This is an optimization exercise on Yosys and OpenROAD, whose aim is small area, a short achievable clock period and few clock cycles per item, not a production implementation.
RTL that was checked went through simulation tests only; none was proved equivalent to the original.
Power is estimated from default activity; no workload was simulated.

==> inputs of 05-19 <==
Design a429pk, start of the top module:
module a429pk (
    input  wire         clk,
    input  wire         rst,
    input  wire         cmd_valid,
    output wire         cmd_ready,
    input  wire [287:0] cmd,
    output reg          rsp_valid,
    output wire [127:0] rsp_rn,
    output wire [63:0]  rsp_rd,
    output reg          diag_valid,
    output reg  [3:0]   diag_code,
    output wire [31:0]  raw,
    output wire [7:0]   dsr
);
clock: 15.0 ns
lec_check: 0
cap_margin: 40
core_margin: 2
core_utilization: 40
slew_margin: 40
standard.sh (not shown) runs the stock make flow with config.mk's settings and CLKGATE_MAP_FILE= SYNTH_SCRIPT=/design/flow/synth_recipe.tcl, a recipe that flattens the netlist after the stock synthesis.
==> flow/flow/run.sh <==
#!/bin/bash
# The standard layout (standard.sh), with ORFS's setup repair asked to
# leave a larger setup-slack margin on the design's own clock period.
set -euo pipefail
export SETUP_SLACK_MARGIN=8
bash standard.sh > standard.log 2>&1
==> inputs of 08-20, as changes to 05-19 <==
--- a/flow/design.v
+++ b/flow/design.v
@@ -97,13 +97,12 @@
                      S_BSCAN = 5'd13,   
                      S_GPREP = 5'd14,   
                      S_GBCD  = 5'd15,   
                      S_TB    = 5'd16,   
                      S_PREP2 = 5'd17;   
     reg [4:0] st;
-    reg       busy;          
     reg [31:0]  raw_q;
     reg [7:0]   dsr_q;
     reg [131:0] acc;         
     reg [130:0] ds;          
     reg [63:0]  opx;         
     reg [63:0]  rd;          
@@ -136,13 +135,13 @@
     reg [15:0]  gmask;       
     reg [4:0]   g_cnt;       
     reg [3:0]   g_lm;        
     reg [15:0]  g_inb;       
     assign raw       = raw_q;
     assign dsr       = dsr_q;
-    assign cmd_ready = !busy;
+    assign cmd_ready = (st == S_IDLE);
     assign rsp_rn    = acc[127:0];
     assign rsp_rd    = rd;
     wire idle = (st == S_IDLE);
     function [2:0] msb8(input [7:0] f);
         reg hi;
         begin
@@ -183,13 +182,12 @@
     function [6:0] width0(input [5:0] f, input [5:0] l);
         width0 = (f > l) ? 7'd0 : ({1'b0, l} - {1'b0, f} + 7'd1);
     endfunction
     wire [7:0]  c_op  = cmd[7:0];
     wire [5:0]  c_rsv = cmd[31:26];
     wire [63:0] c_a   = cmd[95:32];
-    wire [32:0] ext   = {raw_q, 1'b0};                   
     wire [63:0] c_b   = cmd[159:96];
     wire [63:0] c_d   = cmd[287:224];
     wire c_known   = (c_op >= OP_SETRAW) && (c_op <= OP_CLRDSR);
     wire [63:0] c_c   = cmd[223:160];
     wire c_illegal = (c_rsv != 6'd0) || !c_known ||
                      (c_op == OP_SETPAR && c_a[63:1] != 63'd0);
@@ -204,29 +202,21 @@
     wire o_setid  = (c_op == OP_SETID);
     wire o_setsdi = (c_op == OP_SETSDI);
     wire o_setssm = (c_op == OP_SETSSM);
     wire o_setpar = (c_op == OP_SETPAR);
     wire o_setbcd = (c_op == OP_SETBCD);
     wire o_getbcd = (c_op == OP_GETBCD);
-    wire x_set    = (c_op == OP_SETRAW) || (c_op == OP_SETDISC) || (c_op == OP_SETBCDD);
-    wire x_get    = (c_op == OP_GETRAW) || (c_op == OP_GETDISC);
-    wire b_set    = (c_op == OP_SETDBIT);
-    wire b_get    = (c_op == OP_GETDBIT);
-    wire b_ok     = (c_f != 6'd0) && (c_f <= 6'd32);
-    wire b_bit    = ext[c_f];
-    wire b_e1     = (b_set || b_get) && !b_ok;
-    wire b_e2     = b_set && b_ok && (c_a[63:1] != 63'd0);
-    wire b_e3     = b_set && b_ok && (c_a[63:1] == 63'd0) && b_bit;
-    wire b_w      = b_set && b_ok && (c_a[63:1] == 63'd0) && !b_bit && c_a[0];
-    wire [31:0] b_dec = 32'd1 << (c_f[4:0] - 5'd1);
+    wire x_set    = (c_op == OP_SETRAW) || (c_op == OP_SETDISC) || (c_op == OP_SETDBIT) ||
+                    (c_op == OP_SETBCDD);
+    wire x_get    = (c_op == OP_GETRAW) || (c_op == OP_GETDISC) || (c_op == OP_GETDBIT);
     wire o_sbnr   = (c_op == OP_SETBNR);
     wire o_gbnr   = (c_op == OP_GETBNR);
     wire x_e5     = (c_op == OP_SETBCDD) && !e_dfit;
-    wire x_e1     = (x_get ? !e_bok : (x_set && !x_e5 && !e_bok)) || b_e1;
-    wire x_e2     = (x_set && !x_e5 && e_bok && !e_fit) || b_e2;
-    wire x_e3     = (x_set && !x_e5 && e_bok && e_fit && e_occ) || b_e3;
+    wire x_e1     = x_get ? !e_bok : (x_set && !x_e5 && !e_bok);
+    wire x_e2     = x_set && !x_e5 && e_bok && !e_fit;
+    wire x_e3     = x_set && !x_e5 && e_bok && e_fit && e_occ;
     wire x_w      = x_set && !x_e5 && e_bok && e_fit && !e_occ;
     wire c_d0     = (c_d == 64'd0);
     wire c_c0     = (c_c == 64'd0);
     wire g_e8     = o_gbnr && c_d0;
     wire gx_e1     = o_gbnr && !c_d0 && (!e_bok || !c_sok);
     wire g_two    = o_gbnr && !c_d0 && !e_bok && !c_sok;
@@ -258,40 +248,36 @@
                         (o_setbcd && c_b10 && !c_a[63]) ? S_DAB :
                         (o_getbcd && c_b10 && c_f <= c_l) ? S_GBCD : S_IDLE;
     wire [5:0]  c_f    = cmd[13:8];
     wire [5:0]  c_l    = cmd[19:14];
     wire [5:0]  c_s    = cmd[25:20];
     wire        c_dbit = (c_op == OP_SETDBIT) || (c_op == OP_GETDBIT);
-    wire [5:0]  ef     = busy ? fb : c_f;
-    wire [5:0]  el     = busy ? lb : c_l;
+    wire [5:0]  ef     = idle ? c_f : fb;
+    wire [5:0]  el     = idle ? (c_dbit ? c_f : c_l) : lb;
     reg  [32:0] e_ge, e_le;
     integer n;
     always @(*) begin
         for (n = 0; n < 33; n = n + 1) begin
             e_ge[n] = (n >= ef);
             e_le[n] = (n <= el);
         end
     end
+    wire [32:0] ext    = {raw_q, 1'b0};                  
     wire [6:0]  e_d;
     a429pk_bk #(.W(7)) u_sub (.a({1'b0, el}), .b({1'b1, ~ef}), .ci(1'b1), .s(e_d));
     wire        e_le0  = !e_d[6];                           
     wire        e_bok  = (ef != 6'd0) && (el <= 6'd32) && e_le0;
     wire [32:0] e_al   = (ext & e_le) >> ef;             
     wire [31:0] e_mask = e_ge[32:1] & e_le[32:1];
     wire        e_occ  = (raw_q & e_mask) != 32'd0;
     wire [6:0]  e_w0   = e_le0 ? (e_d + 7'd1) : 7'd0;    
     wire [5:0]  c_amsb = msb64(c_a);
     wire        c_anz  = (c_a != 64'd0);
-    wire [7:0]  e_t1   = {2'b00, el};
-    wire [7:0]  e_t2   = ~{2'b00, ef};
-    wire [7:0]  e_t3   = ~{2'b00, c_amsb};
-    wire [7:0]  e_cs   = e_t1 ^ e_t2 ^ e_t3;
-    wire [7:0]  e_cc   = {(e_t1[6:0] & e_t2[6:0]) | (e_t1[6:0] & e_t3[6:0]) | (e_t2[6:0] & e_t3[6:0]), 1'b1};
-    wire [7:0]  e_dm;
-    a429pk_bk #(.W(8)) u_cmp (.a(e_cs), .b(e_cc), .ci(1'b1), .s(e_dm));
-    wire        e_mle  = e_le0 && !e_dm[7];
+    wire [6:0]  e_dm;
+    a429pk_bk #(.W(7)) u_cmp (.a(e_d), .b({1'b1, ~c_amsb}), .ci(1'b1), .s(e_dm));
+    wire        e_mle  = e_le0 && !e_dm[6];
     wire        e_fit  = !c_a[63] && (!c_anz || e_mle);
     wire        e_dfit = e_fit;
     wire [5:0]  o_amsb = msb64(opx);
     wire        c_sok  = (c_s != 6'd0) && (c_s <= 6'd32);    
     wire        c_sbit = c_sok && ext[c_s];
     reg  [31:0] wval;
@@ -447,32 +433,30 @@
     wire [1:0]  dab_bits = opx[{dab_i, 1'b0} +: 2];
     wire [75:0] dab_in   = first ? 76'd0 : ds[75:0];
     wire [75:0] dab_out  = dab1(dab1(dab_in, dab_bits[1]), dab_bits[0]);
     always @(*) begin
         wval = opx[31:0];
         wsh  = ef - 6'd1;
-        if (!busy)
+        if (idle)
             wval = c_a[31:0];
         else if (st == S_BW) begin
             if (fb == 6'd0) begin
                 wval = g_dig[32:1];
                 wsh  = 6'd0;
             end else
                 wval = g_dig[31:0];
         end
     end
     reg        nx_diag;
-    reg [4:0]  st_n;
     reg [3:0]  nx_code;
     reg        p1_hd, p1_sd;
     reg [131:0] acc_m;
     reg [7:0]  dsr_set;
     reg [4:0]  p1_shc;
     always @(posedge clk) begin
         nx_diag = 1'b0;
-        st_n    = st;
         nx_code = E_NONE;
         p1_hd   = 1'b0;
         p1_sd   = 1'b0;
         p1_shc  = 5'd0;
         acc_m   = acc;
         bneg <= nd_neg;
@@ -502,14 +486,13 @@
             acc_m  = (c_op == OP_GETID)   ? {124'd0, raw_q[7:0]} :
                      (c_op == OP_GETSDI)  ? {130'd0, raw_q[9:8]} :
                      (c_op == OP_GETSSM)  ? {130'd0, raw_q[30:29]} :
                      (c_op == OP_GETPAR)  ? {131'd0, raw_q[31]} :
                      (c_op == OP_GETWORD) ? {100'd0, raw_q} :
                      (c_op == OP_GETDSR)  ? {124'd0, dsr_q} :
-                     (x_get && e_bok)     ? {100'd0, e_al[31:0]} :
-                     (b_get && b_ok)      ? {131'd0, b_bit} : 132'd0;
+                     (x_get && e_bok)     ? {100'd0, e_al[31:0]} : 132'd0;
         end
         begin
             rsp_valid <= 1'b0;
             case (st)
             S_IDLE: if (cmd_valid) begin
                 rsp_valid <= !i_multi;
@@ -522,44 +505,43 @@
                 end
                 if (i_wid)  raw_q[7:0]   <= c_a[7:0];
                 if (i_wsdi) raw_q[9:8]   <= c_a[1:0];
                 if (i_wssm) raw_q[30:29] <= c_a[1:0];
                 if (i_wpar) raw_q[31]    <= c_par;
                 if (i_wx)   raw_q        <= raw_q | u_wr;
-                if (!c_illegal && b_w) raw_q <= raw_q | b_dec;
                 if (g_e8)   rd           <= 64'd1;
                 if (i_clr)  raw_q        <= 32'd0;
                 if (i_clrd) dsr_q        <= 8'd0;
-                st_n = i_next;
+                st <= i_next;
             end
             S_PREP: begin
                 wv  <= e_w0;
                 sht <= e_w0[6:2] + {4'd0, e_w0[1] | e_w0[0]};
                 if (opq == OP_SETBNR) begin
                     if (c_reg == 64'd0 || ds[127:64] == 64'd0 || opx == 64'd0) begin
                         nx_diag = 1'b1; nx_code = E_ILLEGAL;
                         rsp_valid <= 1'b1;
                         rd <= 64'd1;
-                        st_n = S_IDLE;
+                        st <= S_IDLE;
                     end else begin
                         if (fb <= sb && sb <= lb) begin
                             nx_diag = 1'b1; nx_code = E_SIGNOVL;
                         end
-                        st_n = S_P2;
+                        st   <= S_P2;
                         m_ar <= 1'b1;
                     end
                 end else begin
-                    st_n = S_GMUL;
+                    st   <= S_GMUL;
                     m_ar <= 1'b1;
                 end
             end
             S_P2: begin
                 first <= 1'b0;
                 jc    <= jc - 5'd1;
                 if (jc == 5'd0) begin
-                    st_n = S_P1;
+                    st     <= S_P1;
                     m_p1   <= 1'b1;
                     jc     <= jd;
                     first  <= 1'b1;
                     flip   <= flip1;
                     hdone  <= 1'b0;
                     shdone <= 1'b0;
@@ -590,13 +572,13 @@
                 hdone  <= p1_hd;
                 shdone <= p1_sd;
                 shc    <= p1_shc;
                 m_ar   <= !p1_hd;
                 if (p1_hd && p1_sd) begin
                     tbq   <= 1'b0;
-                    st_n = S_DIV;
+                    st    <= S_DIV;
                     m_div <= 1'b1;
                     m_ar  <= 1'b1;
                     opx   <= 64'd0;
                     nz    <= 1'b0;
                     pos   <= {p1_shc, 2'b00};
                 end
@@ -606,116 +588,116 @@
                 pos <= pos - 7'd1;
                 if (q_bit) nz <= 1'b1;
                 tbq <= q_bit && (pos >= wv);
                 if (tbq) begin
                     m_div <= 1'b0;
                     m_ar  <= 1'b0;
-                    st_n = S_TB;
+                    st    <= S_TB;
                 end else if (pos == 7'd0) begin
                     m_div <= 1'b0;
                     m_ar  <= 1'b0;
-                    st_n = S_FIN;
+                    st    <= S_FIN;
                 end
             end
             S_TB: begin
                 nx_diag = 1'b1; nx_code = E_OUTRANGE;
                 rsp_valid <= 1'b1;
                 acc_m = 132'd0;
                 rd    <= 64'd1;
-                st_n = S_IDLE;
+                st    <= S_IDLE;
             end
             S_FIN: begin
                 acc_m = 132'd0;
                 rd  <= 64'd1;
                 if (tbq) begin
                     nx_diag = 1'b1; nx_code = E_OUTRANGE;
                     rsp_valid <= 1'b1;
-                    st_n = S_IDLE;
+                    st <= S_IDLE;
                 end else if (f_e1 != E_NONE && f_e2 != E_NONE) begin
                     nx_diag = 1'b1; nx_code = f_e1;
-                    st_n = S_FIN2;
+                    st <= S_FIN2;
                 end else begin
                     raw_q <= f_raw1 | f_wr2;
                     if (f_e1 != E_NONE) begin nx_diag = 1'b1; nx_code = f_e1; end
                     if (f_e2 != E_NONE) begin nx_diag = 1'b1; nx_code = f_e2; end
                     rsp_valid <= 1'b1;
-                    st_n = S_IDLE;
+                    st <= S_IDLE;
                 end
             end
             S_FIN2: begin
                 raw_q <= raw_q | f_wr2;
                 nx_diag = 1'b1; nx_code = f_e2;
                 rsp_valid <= 1'b1;
-                st_n = S_IDLE;
+                st <= S_IDLE;
             end
             S_GMUL: begin
                 first <= 1'b0;
                 jc    <= jc - 5'd1;
                 if (jc == 5'd0) begin
                     m_ar <= 1'b0;
                     rsp_valid <= 1'b1;
-                    st_n = S_IDLE;
+                    st <= S_IDLE;
                 end
             end
             S_GD2: begin
                 nx_diag = 1'b1; nx_code = E_RANGE;
                 rsp_valid <= 1'b1;
-                st_n = S_IDLE;
+                st <= S_IDLE;
             end
             S_DAB: begin
                 ds[75:0] <= dab_out;
                 first <= 1'b0;
                 np    <= dab_i - 5'd1;
-                if (dab_i == 5'd0) st_n = S_BW;
+                if (dab_i == 5'd0) st <= S_BW;
             end
             S_BW: begin
                 raw_q <= raw_q | u_wr;
                 if (g_e0) begin
                     if (g_rem) begin nx_diag = 1'b1; nx_code = E_OUTRANGE; end
                     rsp_valid <= 1'b1;
-                    st_n = S_IDLE;
+                    st <= S_IDLE;
                 end else if (g_one) begin
                     nx_diag = 1'b1; nx_code = g_first;
-                    if (g_rem) st_n = S_BREM;
+                    if (g_rem) st <= S_BREM;
                     else begin
                         rsp_valid <= 1'b1;
-                        st_n = S_IDLE;
+                        st <= S_IDLE;
                     end
                 end else begin
                     bk    <= 4'd0;
                     remq  <= g_rem;
                     gmask <= g_errv;
-                    st_n = S_BSCAN;
+                    st    <= S_BSCAN;
                 end
             end
             S_BREM: begin
                 nx_diag = 1'b1; nx_code = E_OUTRANGE;
                 rsp_valid <= 1'b1;
-                st_n = S_IDLE;
+                st <= S_IDLE;
             end
             S_BSCAN: begin
                 if (gmask[bk]) begin nx_diag = 1'b1; nx_code = g_scan; end
                 bk <= bk + 4'd1;
                 if ({1'b0, bk} + 5'd1 == g_cnt) begin
-                    if (remq) st_n = S_BREM;
+                    if (remq) st <= S_BREM;
                     else begin
                         rsp_valid <= 1'b1;
-                        st_n = S_IDLE;
+                        st <= S_IDLE;
                     end
                 end
             end
             S_GBCD: begin
                 acc_m[31:0] = gb_acc;
                 if (!gb_inb) begin nx_diag = 1'b1; nx_code = E_RANGE; end
                 np <= np - 5'd1;
                 if (np == 5'd0) begin
                     rsp_valid <= 1'b1;
-                    st_n = S_IDLE;
+                    st <= S_IDLE;
                 end
             end
-            default: st_n = S_IDLE;
+            default: st <= S_IDLE;
             endcase
             diag_valid <= nx_diag;
             diag_code  <= nx_code;
             case (nx_code)
                 4'd1: dsr_set = 8'h01;
                 4'd2: dsr_set = 8'h02;
@@ -728,17 +710,14 @@
                 default: dsr_set = 8'h00;
             endcase
             if (nx_diag && !(st == S_IDLE && i_clrd))
                 dsr_q <= dsr_q | dsr_set;
         end
         acc <= m_ar ? ad_s : acc_m;
-        st   <= st_n;
-        busy <= (st_n != S_IDLE);
         if (rst) begin
             st         <= S_IDLE;
-            busy       <= 1'b0;
             raw_q      <= 32'd0;
             dsr_q      <= 8'd0;
             rsp_valid  <= 1'b0;
             diag_valid <= 1'b0;
             diag_code  <= 4'd0;
         end
==> flow/flow/run.sh (replaced) <==
#!/bin/bash
# The standard layout (standard.sh), with ORFS's setup repair asked to
# leave a larger setup-slack margin on the design's own clock period, and
# plain buffers (buf_2) for the port buffers.
set -euo pipefail
export SETUP_SLACK_MARGIN=8
export BUFFER_PORTS_ARGS="-buffer_cell sky130_fd_sc_hd__buf_2"
bash standard.sh > standard.log 2>&1
==> flow/config.mk (replaced) <==
export PLATFORM = sky130hd
export DESIGN_NAME = a429pk
export DESIGN_NICKNAME = a429pk
export VERILOG_FILES = /design/flow/design.v
export SDC_FILE = /design/flow/constraint.sdc
export NUM_CORES = 8
export LEC_CHECK = 0
export CAP_MARGIN = 40
export CORE_MARGIN = 2
export CORE_UTILIZATION = 50
export CTS_BUF_LIST = sky130_fd_sc_hd__clkbuf_8 sky130_fd_sc_hd__clkbuf_4
export SLEW_MARGIN = 40
==> comparison table <==
| quantity | 05-19 | 08-20 |
|---|---|---|
| Final weighted congestion in routability-driven placement | 1.09 | 1.13 |
| Number of nets produced by synthesis | 9952 | 9515 |
| Clock latency at the later pin of the worst-skew pair | 0.79 ns | 0.90 ns |
| Count of synthesis-stage warnings from yosys | 5 | 4 |
| Effective utilization at floorplan | 0.403 | 0.505 |
| Cells resized by post-CTS repair | 241 | 51 |
| Multi-input gates | 7211 | 6840 |
| Placed cell areas | 75900 um^2 | 69500 um^2 |
| Switching part of the total | 0.403 | 0.606 |
| Outcome | complete, no violations | complete, no violations |
| Tot GR Track Use | 0.476 | 0.557 |
| Height of the chip | 417 um | 366 um |
| Cell count after placement | 11.5k | 10.5k |
| Clk. pwr | 2290 uW | 2080 uW |
| Mean Syn Cell Area | 7.38 um^2 | 7.42 um^2 |
| Combinational group power | 2470 uW | 17100 uW |
Testbench counts of 08-20, summed over its fixed seeds: cycles 8,134, commands 3,486.
Only the layout flow was run in 05-19; the RTL was not checked for function there.

[separate check: timing with driven ports]
In the flow no input, the clock included, has a driving cell. The finished layouts below were timed again as built, in two steps.
Step 1: set_driving_cell puts a clkbuf_16 on clk and a buf_2 on each other input, an assumption about the parent block.
Step 2 times the ports against the registers' clock, not the clock port: input delays grow and output delays shrink by t, the midpoint of the rising clock arrivals with the driver on.
Three values: ideal ports, drivers, drivers and shift; two values: the first two.
run | shift t [ns] | slack for setup (ns) | hold WS [ns] | clock arrival spread, ns | worst data-port slew with drivers (ns)
05-19 | 0.853 | 7.271 / 7.241 / 6.388 | 0.495 / 0.495 / 0.495 | 0.051 / 0.052 | 0.22
08-20 | 0.959 | 7.894 / 7.937 / 6.983 | 0.489 / 0.489 / 0.489 | 0.076 / 0.076 | 0.10
After both steps setup and hold are still met in every run listed. For 08-20, which loses most, drivers alone change the setup slack by +0.043 ns; drivers and shift together by -0.911 ns.
